Background: an optimization exercise with open tools, aiming at small area. Do not read the settings as production practice. In this exercise RTL edits were held to simulation tests only and were not proved equivalent to the original. Power and IR drop assume default switching activity.

$ cat design.v
module pxd_link (
    input  wire        clk,
    input  wire        rst,
    input  wire        rx_in,
    output wire        tx_out,
    output wire        tx_oe,
    output wire        ready_out,
    output wire        ready_oe,
    output wire        ie_out,
    input  wire        cmd_valid,
    input  wire [7:0]  cmd_op,
    input  wire [7:0]  cmd_imm,
    input  wire [7:0]  cmd_len,
    output wire        cmd_ready,
    output wire [7:0]  pl_idx,
    input  wire [7:0]  pl_data,
    output reg         rsp_valid,
    output wire [31:0] rsp_data,
    output wire [1:0]  fault_code
);
    localparam [2:0] PH_UNCONF = 3'd0, PH_IDLE = 3'd1, PH_LISTEN = 3'd2, PH_RX = 3'd3,
                     PH_FLUSH  = 3'd4, PH_OPSEQ = 3'd5, PH_TXF = 3'd6, PH_TXO = 3'd7;
    localparam [3:0] C_BEGIN = 4'b0001, C_AVAIL = 4'b0010, C_READ = 4'b0011,
                     C_WRITE = 4'b0100, C_UPDATE = 4'b0101, C_GETFE = 4'b0110,
                     C_STATUS = 4'b0111, C_KEY = 4'b1000, C_LINE = 4'b1001,
                     C_DEBUG = 4'b1010, C_READY = 4'b1011, C_RU8 = 4'b1100,
                     C_RU16 = 4'b1101;
    localparam [1:0] ST_NEW = 2'd0, ST_SENDING = 2'd1, ST_DEFER = 2'd2, ST_HAVE_HI = 2'd3;
    reg [2:0]  ph;
    reg [1:0]  fault;
    reg        tx_o;
    reg [3:0]  cbit, ctick;
    reg [7:0]  sr;
    reg [7:0]  win;
    reg        prev_rx;
    reg [15:0] fe;
    reg [4:0]  rxh, rxt, txh, txt;
    reg [7:0]  rxb [0:31];
    reg [7:0]  txb [0:31];
    reg        busy;
    reg [3:0]  p_op;
    reg [7:0]  p_opd;
    reg [1:0]  p_st;
    reg [7:0]  hi, lo;
    reg        r_lo, r_hi, r_ones, r_fe, r_st, r_av;
    reg [2:0]  fs;
    reg [7:0]  pidx;
    reg [7:0]  chk;
    wire conf   = (ph != PH_UNCONF);
    wire rcv    = (ph == PH_LISTEN) || (ph == PH_RX);
    wire in_tx  = (ph == PH_TXF) || (ph == PH_TXO);
    wire inbyte = (ph == PH_RX) || in_tx;
    wire rx_full = ((rxh + 5'd1) == rxt);
    wire [4:0] txh_inc = txh + 5'd1;
    wire tx_full  = (txh_inc == txt);
    wire tx_empty = (txh == txt);
    reg [7:0] rx_rd, tx_rd;
    integer i;
    always @* begin
        rx_rd = 8'd0;
        tx_rd = 8'd0;
        for (i = 0; i < 32; i = i + 1) begin
            rx_rd = rx_rd | ({8{rxt == i}} & rxb[i]);
            tx_rd = tx_rd | ({8{txt == i}} & txb[i]);
        end
    end
    assign tx_out     = tx_o;
    assign tx_oe      = conf;
    assign ready_out  = !rcv;
    assign ready_oe   = conf;
    assign ie_out     = !inbyte;
    assign cmd_ready  = !busy && (fault == 2'd0);
    assign fault_code = fault;
    assign pl_idx     = pidx;
    wire [6:0] status = {tx_full, rx_full, conf && tx_o, conf && !rcv, conf,
                         (ph != PH_UNCONF) && (ph != PH_IDLE), rcv};
    wire [4:0] avail  = rxh - rxt;
    assign rsp_data[31:16] = {16{r_ones}};
    assign rsp_data[15:8]  = {8{r_ones}} | ({8{r_hi}} & hi) | ({8{r_fe}} & fe[15:8]);
    assign rsp_data[7:0]   = {8{r_ones}} | ({8{r_lo}} & lo) | ({8{r_fe}} & fe[7:0]) |
                             ({8{r_st}} & {1'b0, status}) | ({8{r_av}} & {3'b000, avail});
    wire accept_try = cmd_valid && cmd_ready;
    reg op_known, imm_must_be_zero, payload_ok, needs_config;
    always @* begin
        case (cmd_op)
            8'h01, 8'h02, 8'h03, 8'h04, 8'h05, 8'h06, 8'h07,
            8'h10, 8'h11, 8'h12, 8'h13, 8'h14, 8'h15: op_known = 1'b1;
            default: op_known = 1'b0;
        endcase
        imm_must_be_zero = !(cmd_op == 8'h04 || cmd_op == 8'h10 || cmd_op == 8'h11);
        if (cmd_op == 8'h11)
            payload_ok = (cmd_len == cmd_imm) && (cmd_imm <= 8'd128);
        else if (cmd_op == 8'h12)
            payload_ok = 1'b1;
        else
            payload_ok = (cmd_len == 8'd0);
        needs_config = !(cmd_op == 8'h01 || cmd_op == 8'h07);
    end
    reg [1:0] req_fault;
    always @* begin
        if (!op_known)                                req_fault = 2'd2;
        else if (imm_must_be_zero && cmd_imm != 8'd0) req_fault = 2'd2;
        else if (!payload_ok)                         req_fault = 2'd3;
        else if (needs_config && !conf)               req_fault = 2'd1;
        else                                          req_fault = 2'd0;
    end
    wire       acc   = accept_try && (req_fault == 2'd0);
    wire       act   = busy || acc;
    wire [3:0] a_op  = busy ? p_op  : {cmd_op[4], cmd_op[2:0]};
    wire [7:0] a_opd = busy ? p_opd : (cmd_imm | cmd_len);
    wire [1:0] a_st  = busy ? p_st  : ST_NEW;
    reg [7:0] fg_byte;
    reg       fg_last, fg_data;
    reg [2:0] fs_adv;
    wire      fg_none  = (a_op == C_DEBUG) && (a_opd == 8'd0);
    wire      fg_empty = (fs == 3'd7) || fg_none;
    wire [7:0] pidx_inc = pidx + 8'd1;
    wire      pl_end   = (pidx_inc == a_opd);
    wire      chunk_end = (pidx == 8'd62) || (pidx == 8'd125) || (pidx == 8'd188) || (pidx == 8'd251);
    always @* begin
        fg_byte = 8'hFF;
        fg_last = 1'b0;
        fg_data = 1'b0;
        fs_adv  = fs + 3'd1;
        case (a_op)
            C_WRITE: begin
                fg_byte = a_opd;
                fg_last = 1'b1;
            end
            C_KEY: begin
                case (fs[1:0])
                    2'd0: fg_byte = 8'hFD;
                    2'd1: fg_byte = a_opd;
                    2'd2: fg_byte = chk;
                    default: fg_byte = 8'hFE;
                endcase
                fg_last = (fs[1:0] == 2'd3);
            end
            C_READY: begin
                fg_byte = (fs[1:0] == 2'd2) ? 8'hFC : 8'hFF;
                fg_last = (fs[1:0] == 2'd2);
            end
            C_LINE: begin
                case (fs)
                    3'd0: fg_byte = 8'hF8;
                    3'd1: begin
                        fg_byte = a_opd;
                        if (a_opd == 8'd0) fs_adv = 3'd3;
                    end
                    3'd2: begin
                        fg_byte = pl_data;
                        fg_data = 1'b1;
                        fs_adv  = pl_end ? 3'd3 : 3'd2;
                    end
                    3'd3: fg_byte = chk;
                    default: fg_byte = 8'hF9;
                endcase
                fg_last = (fs == 3'd4);
            end
            C_DEBUG: begin
                case (fs[1:0])
                    2'd0: fg_byte = 8'hFA;
                    2'd1: begin
                        fg_byte = pl_data;
                        fg_data = 1'b1;
                        fs_adv  = pl_end ? 3'd3 : chunk_end ? 3'd2 : 3'd1;
                    end
                    default: begin
                        fg_byte = 8'hFB;
                        fs_adv  = 3'd0;
                    end
                endcase
                fg_last = (fs[1:0] == 2'd3);
            end
            default: ;
        endcase
        if (fg_last) fs_adv = 3'd7;
    end
    wire cnt_tick = (ctick == 4'd15);
    reg [2:0] ph_n;
    reg       tx_o_n;
    reg       ld0, ld8;           
    reg       sr_ld_tx, sr_ld_fg;
    reg       rx_stop, rx_inc, false_start, flush_pop;
    reg       win_ld;
    reg       fg_adv, done, pop, hi_ld;
    reg       tx_we;
    reg [1:0] st_n;
    reg       sess;
    wire      rx_we = (ph == PH_RX) && cnt_tick && (cbit == 4'd8);
    wire      pop_ok = (rxh != rxt) || rx_inc;
    always @* begin
        ph_n        = ph;
        tx_o_n      = tx_o;
        ld0         = 1'b0;
        ld8         = 1'b0;
        sr_ld_tx    = 1'b0;
        sr_ld_fg    = 1'b0;
        rx_stop     = 1'b0;
        rx_inc      = 1'b0;
        false_start = 1'b0;
        flush_pop   = 1'b0;
        win_ld      = 1'b0;
        fg_adv      = 1'b0;
        done        = 1'b0;
        pop         = 1'b0;
        hi_ld       = 1'b0;
        tx_we       = 1'b0;
        st_n        = a_st;
        sess        = 1'b0;
        if (fault == 2'd0) begin
            case (ph)
                PH_LISTEN: begin
                    if (win == 8'd0) begin
                        ph_n = PH_FLUSH;
                    end else if (prev_rx && !rx_in) begin
                        ld8  = 1'b1;
                        ph_n = PH_RX;
                    end
                end
                PH_RX: begin
                    if (cnt_tick) begin
                        if (cbit == 4'd0) begin
                            if (rx_in) begin
                                false_start = 1'b1;
                                ph_n        = PH_LISTEN;
                            end
                        end else if (cbit == 4'd9) begin
                            rx_stop = 1'b1;
                            rx_inc  = !rx_full;
                            win_ld  = 1'b1;
                            ph_n    = PH_LISTEN;
                        end
                    end
                end
                PH_FLUSH: begin
                    if (tx_empty) begin
                        ph_n = PH_IDLE;
                    end else begin
                        flush_pop = 1'b1;
                        sr_ld_tx  = 1'b1;
                        tx_o_n    = 1'b0;
                        ld0       = 1'b1;
                        ph_n      = PH_TXF;
                    end
                end
                PH_OPSEQ: begin
                    if (fg_empty) begin
                        ph_n = PH_IDLE;
                    end else begin
                        fg_adv   = 1'b1;
                        sr_ld_fg = 1'b1;
                        tx_o_n   = 1'b0;
                        ld0      = 1'b1;
                        ph_n     = PH_TXO;
                    end
                end
                PH_TXF, PH_TXO: begin
                    if (cnt_tick) begin
                        if (cbit != 4'd9)
                            tx_o_n = sr[0] || (cbit == 4'd8);
                        else
                            ph_n = (ph == PH_TXF) ? PH_FLUSH : PH_OPSEQ;
                    end
                end
                default: ;
            endcase
            if (act) begin
                case (a_op)
                    C_BEGIN: begin
                        if (ph == PH_UNCONF || ph == PH_IDLE) begin
                            ph_n = PH_IDLE;
                            done = 1'b1;
                        end
                    end
                    C_AVAIL, C_GETFE, C_STATUS: done = 1'b1;
                    C_READ: begin
                        pop  = pop_ok;
                        done = 1'b1;
                    end
                    C_UPDATE: begin
                        if (ph == PH_IDLE) begin
                            sess = 1'b1;
                            done = 1'b1;
                        end
                    end
                    C_RU8, C_RU16: begin
                        if (ph == PH_IDLE) begin
                            if (pop_ok) begin
                                pop = 1'b1;
                                if (a_op == C_RU8 || a_st == ST_HAVE_HI) begin
                                    done = 1'b1;
                                end else begin
                                    st_n  = ST_HAVE_HI;
                                    hi_ld = 1'b1;
                                end
                            end else begin
                                sess = 1'b1;
                            end
                        end
                    end
                    default: begin  
                        if (a_st == ST_NEW) begin
                            if (rcv) begin
                                if (fg_none) begin
                                    done = 1'b1;
                                end else begin
                                    fg_adv = 1'b1;
                                    tx_we  = 1'b1;
                                    if (fg_last) done = 1'b1;
                                    else         st_n = ST_DEFER;
                                end
                            end else if (ph == PH_IDLE) begin
                                ph_n = PH_OPSEQ;
                                st_n = ST_SENDING;
                            end
                        end else if (a_st == ST_DEFER) begin
                            fg_adv = 1'b1;
                            tx_we  = 1'b1;
                            if (fg_last) done = 1'b1;
                        end else begin
                            if (ph == PH_OPSEQ && fg_empty) done = 1'b1;
                        end
                    end
                endcase
                if (sess) begin
                    win_ld = 1'b1;
                    ph_n   = PH_LISTEN;
                end
            end
        end
    end
    wire [4:0] txt_n = txt + {4'd0, flush_pop};
    wire       tx_push = tx_we && (txh_inc != txt_n);
    always @(posedge clk) begin
        if (rst) begin
            ph    <= PH_UNCONF;
            fault <= 2'd0;
            tx_o  <= 1'b1;
            fe    <= 16'd0;
            rxh   <= 5'd0;
            rxt   <= 5'd0;
            txh   <= 5'd0;
            txt   <= 5'd0;
            busy  <= 1'b0;
            fs    <= 3'd0;
            pidx  <= 8'd0;
            rsp_valid <= 1'b0;
        end else begin
            ph    <= ph_n;
            if (accept_try && req_fault != 2'd0) fault <= req_fault;
            tx_o  <= tx_o_n;
            if (rx_stop && !rx_in) fe <= fe + 16'd1;
            if (rx_inc) rxh <= rxh + 5'd1;
            if (pop)    rxt <= rxt + 5'd1;
            if (tx_push) txh <= txh_inc;
            txt   <= txt_n;
            busy  <= act && !done;
            if (done) begin
                fs   <= 3'd0;
                pidx <= 8'd0;
            end else if (fg_adv) begin
                fs   <= fs_adv;
                if (fg_data) pidx <= pidx_inc;
            end
            rsp_valid <= done;
        end
        if (ld0)      {cbit, ctick} <= 8'd0;
        else if (ld8) {cbit, ctick} <= 8'd8;
        else          {cbit, ctick} <= {cbit, ctick} + 8'd1;
        if (sr_ld_tx)      sr <= tx_rd;
        else if (sr_ld_fg) sr <= fg_byte;
        else if (inbyte && cnt_tick) sr <= {rx_in, sr[7:1]};
        if (win_ld)            win <= 8'd159;
        else if (win != 8'd0)  win <= win - 8'd1;
        prev_rx <= (sess || false_start) ? 1'b1 : rx_in;
        if (fg_adv) chk <= ((fs == 3'd0) ? 8'd0 : chk) ^ fg_byte;
        if (!busy) begin
            p_op  <= {cmd_op[4], cmd_op[2:0]};
            p_opd <= cmd_imm | cmd_len;
        end
        p_st <= st_n;
        lo <= rx_rd;
        if (hi_ld) hi <= rx_rd;
        r_lo   <= (a_op == C_READ) || (a_op == C_RU8) || (a_op == C_RU16);
        r_hi   <= (a_op == C_RU16);
        r_ones <= (a_op == C_READ) && !pop_ok;
        r_fe   <= (a_op == C_GETFE);
        r_st   <= (a_op == C_STATUS);
        r_av   <= (a_op == C_AVAIL);
        if (rx_we)   rxb[rxh] <= {rx_in, sr[7:1]};
        if (tx_push) txb[txh] <= fg_byte;
    end
endmodule
$ cat config.mk
export PLATFORM = sky130hd
export DESIGN_NAME = pxd_link
export DESIGN_NICKNAME = pxd_link
export VERILOG_FILES = /design/flow/design.v
export SDC_FILE = /design/flow/constraint.sdc
export NUM_CORES = 4
export LEC_CHECK = 0
export CAP_MARGIN = 20
export CORE_MARGIN = 2
export CORE_UTILIZATION = 40
export SLEW_MARGIN = 20
$ cat run.sh
#!/bin/bash
# synth_recipe.tcl (not shown) runs the flow's synth.tcl, then flattens the netlist and writes it again
# the make line also repeats each setting of config.mk as NAME=value (left out here)
make -C /OpenROAD-flow-scripts/flow DESIGN_CONFIG=/design/flow/config.mk WORK_HOME=/design/flow/orfs CLKGATE_MAP_FILE= SYNTH_SCRIPT=/design/flow/synth_recipe.tcl finish
$ cat constraint.sdc
create_clock -name core_clock -period 10.0 [get_ports {clk}]
set_input_delay 2.0000 -clock core_clock [delete_from_list [all_inputs] [get_ports {clk}]]
set_output_delay 2.0000 -clock core_clock [all_outputs]
set_load 0.01 [all_outputs]
==> out/metrics.yaml <==
status: "complete, no violations"
grt_pass1_vias: 17991
fillers: 5938
postCtsHoldBufs: 0
io_buffers: 84
ys_ff_latch: 636
grt_max_degree: 49
routedWlPerCell_um: 26.9
cp_data_arrival_time_ns: 5.46
drtPass1Iterations: 6
vias: 18617
critPathKind: "in -> reg"
vdd_drop_max_mv: 0.166
worstPathRequired_ns: 10.24
synthTopCellsByArea: "edfxtp_1 (60%), dfxtp_1 (7.4%), a22oi_1 (4.9%), nor2_1 (2.7%), ha_1 (1.9%)"
antenna_found_initial: 0
synth.net_count: 2102
maxSlewHeadroom_pct: 21.3
gp_congestion: 0.950
start_util_pct: 40.2
grt_pass1_wl_mm: 121
drt-initial-drc-count: 2438
synth-edff-count: 536
cts_sinks: 636
antenna_cells: 0
synthCells: 2024
clock_power_share_pct: 44.6
drive_gt1_share_pct: 8.86
cts_buffers: 68
h-tree-depth: 3
seqPwrFrac_pct: 52.2
fin_crit_sh_pct: 52.2
power_w: 0.00556
cts_resized: 0
synth_area_um2: 26900
cts_tree: "done"
rsz0062_at_grt: "false"
overflow: 0
ys_types: 87
finalClockSkew_ns: 0.0391
antenna_left: 0
worst_skew_pair.late_latency_ns: 0.63
fp-row-count: 95
max_freq_ghz: 0.192
synth_ff_type: "edfxtp_1"
post-route-util_pct: 46.3
yosysTopAreaCell: "edfxtp_1"
synth_top_area_share_pct: 59.8
internal-power_w: 0.00436
netlist_top_cells_count: "edfxtp_1 (536), nor2_1 (196), a22oi_1 (175)"
p_leak_nw: 9.99
viasPerCell: 6.10
grt_usage_pct: 23.4
synth.most_common_cell: "edfxtp_1"
hpwlAfterDp_mm: 54.9
crit_path_start_kind: "input pin"
cts_post_setup_buffers_inserted: 0
tns_ns: 0
die_w_um: 263
synth_sequential_area_ratio_pct: 67.2
swShare_pct: 21.5
power_frac_comb_pct: 3.1
tightest_slew_ns: 1.18
yosysWarnings: 1
cts.clk_slew.worst_paths_ns: 0.06
cp-end-kind: "flip-flop"
final_nets: 2203
setup-violations-final: 0
power_density_nw_per_um2: 180
io_pins: 85
switching_power_w: 0.00120
hold_class: "reg -> reg"
fp.dieH_um: 263
period_minus_slack_ns: 5.22
synthArstFlopShare_pct: 0
avgSynthCellArea_um2: 13.3
drt_wl_total_mm: 82.0
cts_max_path_buffers: 3
cts-root-buf: "clkbuf_16"
cp_max_fo: 34
finalMaxSlewViolations: 0
dieArea_um2: 69400
coreArea_um2: 66900
drc: 0
maxCapViolCount: 0
area_growth_pct: 15.0
finalHoldViolCount: 0
## layout make-up
cell class / instances / area [µm²] / share of cell area, %
Sequential cell: 636 / 18100 / 58.4
Tap cell: 873 / 1090 / 3.53
Timing Repair Buffer: 126 / 1150 / 3.73
Clock inverter: 41 / 392 / 1.26
Inverter: 60 / 225 / 0.727
Clock buffer: 82 / 1810 / 5.83
Multi-Input combinational cell: 1233 / 8200 / 26.5
## worst paths after layout
kind | start | end | slack, ns | cells after the start
min reg2reg | ctick[0] | ctick[0] | 0.44 | 1
min | ctick[0] | ctick[0] | 0.44 | 1
max reg2reg | fault[0] | txb[2][4] | 5.36 | 12
max | cmd_op[1] | txb[15][0] | 4.78 | 8
## flip-flops by register name, summed over array words and instances, names as in the netlist, 3 cells and up
register  cells
p_op          4
rxt           5
cbit          4
hi            8
sr            8
pidx          8
txb         256
p_opd         8
ph            3
txh           5
fe           16
fs            3
lo            8
ctick         4
win           8
rxh           5
chk           8
txt           5
rxb         256
## worst max-delay path, cell delays in order
cell,delay [ns]
clkdlybuf4s50_1,0.66
nor3b_1,0.29
o22ai_1,0.78
o311ai_1,0.41
nor3_2,0.27
buf_4,0.34
nand2_1,0.15
nor3_2,0.55
## stage by stage
stage | instances | hold WS (ns) | setup WS, ns | instance area [µm²]
2_1_floorplan | 2024 | 0.413 | 5.12 | 26900
3_3_place_gp | 2926 | 0.421 | 4.14 | 28700
3_5_place_dp | 2927 | 0.430 | 3.89 | 28700
4_1_cts | 3050 | 0.438 | 4.51 | 30900
5_1_grt | 3051 | 0.462 | 4.55 | 31000
6_report | 3051 | 0.440 | 4.78 | 31000
## routing by layer
metal	global-route usage (%)	vias to the layer above	share of wire, %
li1	-	8163	-
met1	32.7	9198	42
met2	36.6	1087	46
met3	4.11	169	8.9
met4	8.28	0	3.5
met5	0	-	0
## layout by cell type (no fill, tap or decap), drive strengths merged, types with 22 or more instances in the layout
cell / count
a21oi: 53
a221oi: 32
a22oi: 175
and3: 43
buf: 44
clkbuf: 82
clkdlybuf4s50: 82
clkinv: 31
dfxtp: 100
edfxtp: 536
ha: 41
inv: 63
nand2: 103
nand3: 46
nand4: 46
nor2: 196
nor2b: 22
nor3: 34
o21ai: 45
xnor2: 45
xor2: 28
## power by group through the flow
stage | logic, W | clock network [W] | registers (W)
after global placement | 0.000172 | 0 | 0.00296
after detailed placement | 0.000174 | 0 | 0.00296
final | 0.000174 | 0.00248 | 0.00290
after global routing | 0.000190 | 0.00261 | 0.00291
after floorplan | 0.000104 | 0 | 0.00295
after CTS | 0.000174 | 0.00251 | 0.00290
## logic make-up after synthesis
group                    after synthesis  synth area share, %
AND/OR/NAND/NOR                      606                 11.4
AO/OA/AOI/OAI                        489                 13.6
XOR/XNOR                              73                 2.37
multiplexers                          23                0.953
adder cells (fa/ha/maj)               42                 1.98
flip-flops                           636                 67.2
buffers and inverters                155                 2.45

## static timing again, ports no longer ideal
How much do the figures lean on ideal ports? The routed layout below was timed once more, with nothing changed but the port constraints. Step 1 sets driving cells, clkbuf_16 on the clock port and buf_2 on the other inputs (assumed; they add their load-dependent delay and slew). Step 2 also shifts input and output timing later by t, the mid clock arrival at the registers, as if the neighbouring blocks saw the same clock. a / b / c = ideal ports / drivers / drivers and shift; a / b = the first two.
shift t [ns]: 0.671
slack for setup (ns): 4.784 / 4.728 / 4.142
hold WS [ns]: 0.440 / 0.440 / 0.440
slew at the worst register clock pin (ns): 0.07 / 0.07
After both steps this run still meets setup and hold. The setup slack of this run moves by -0.056 ns with the drivers and by -0.642 ns with both steps.
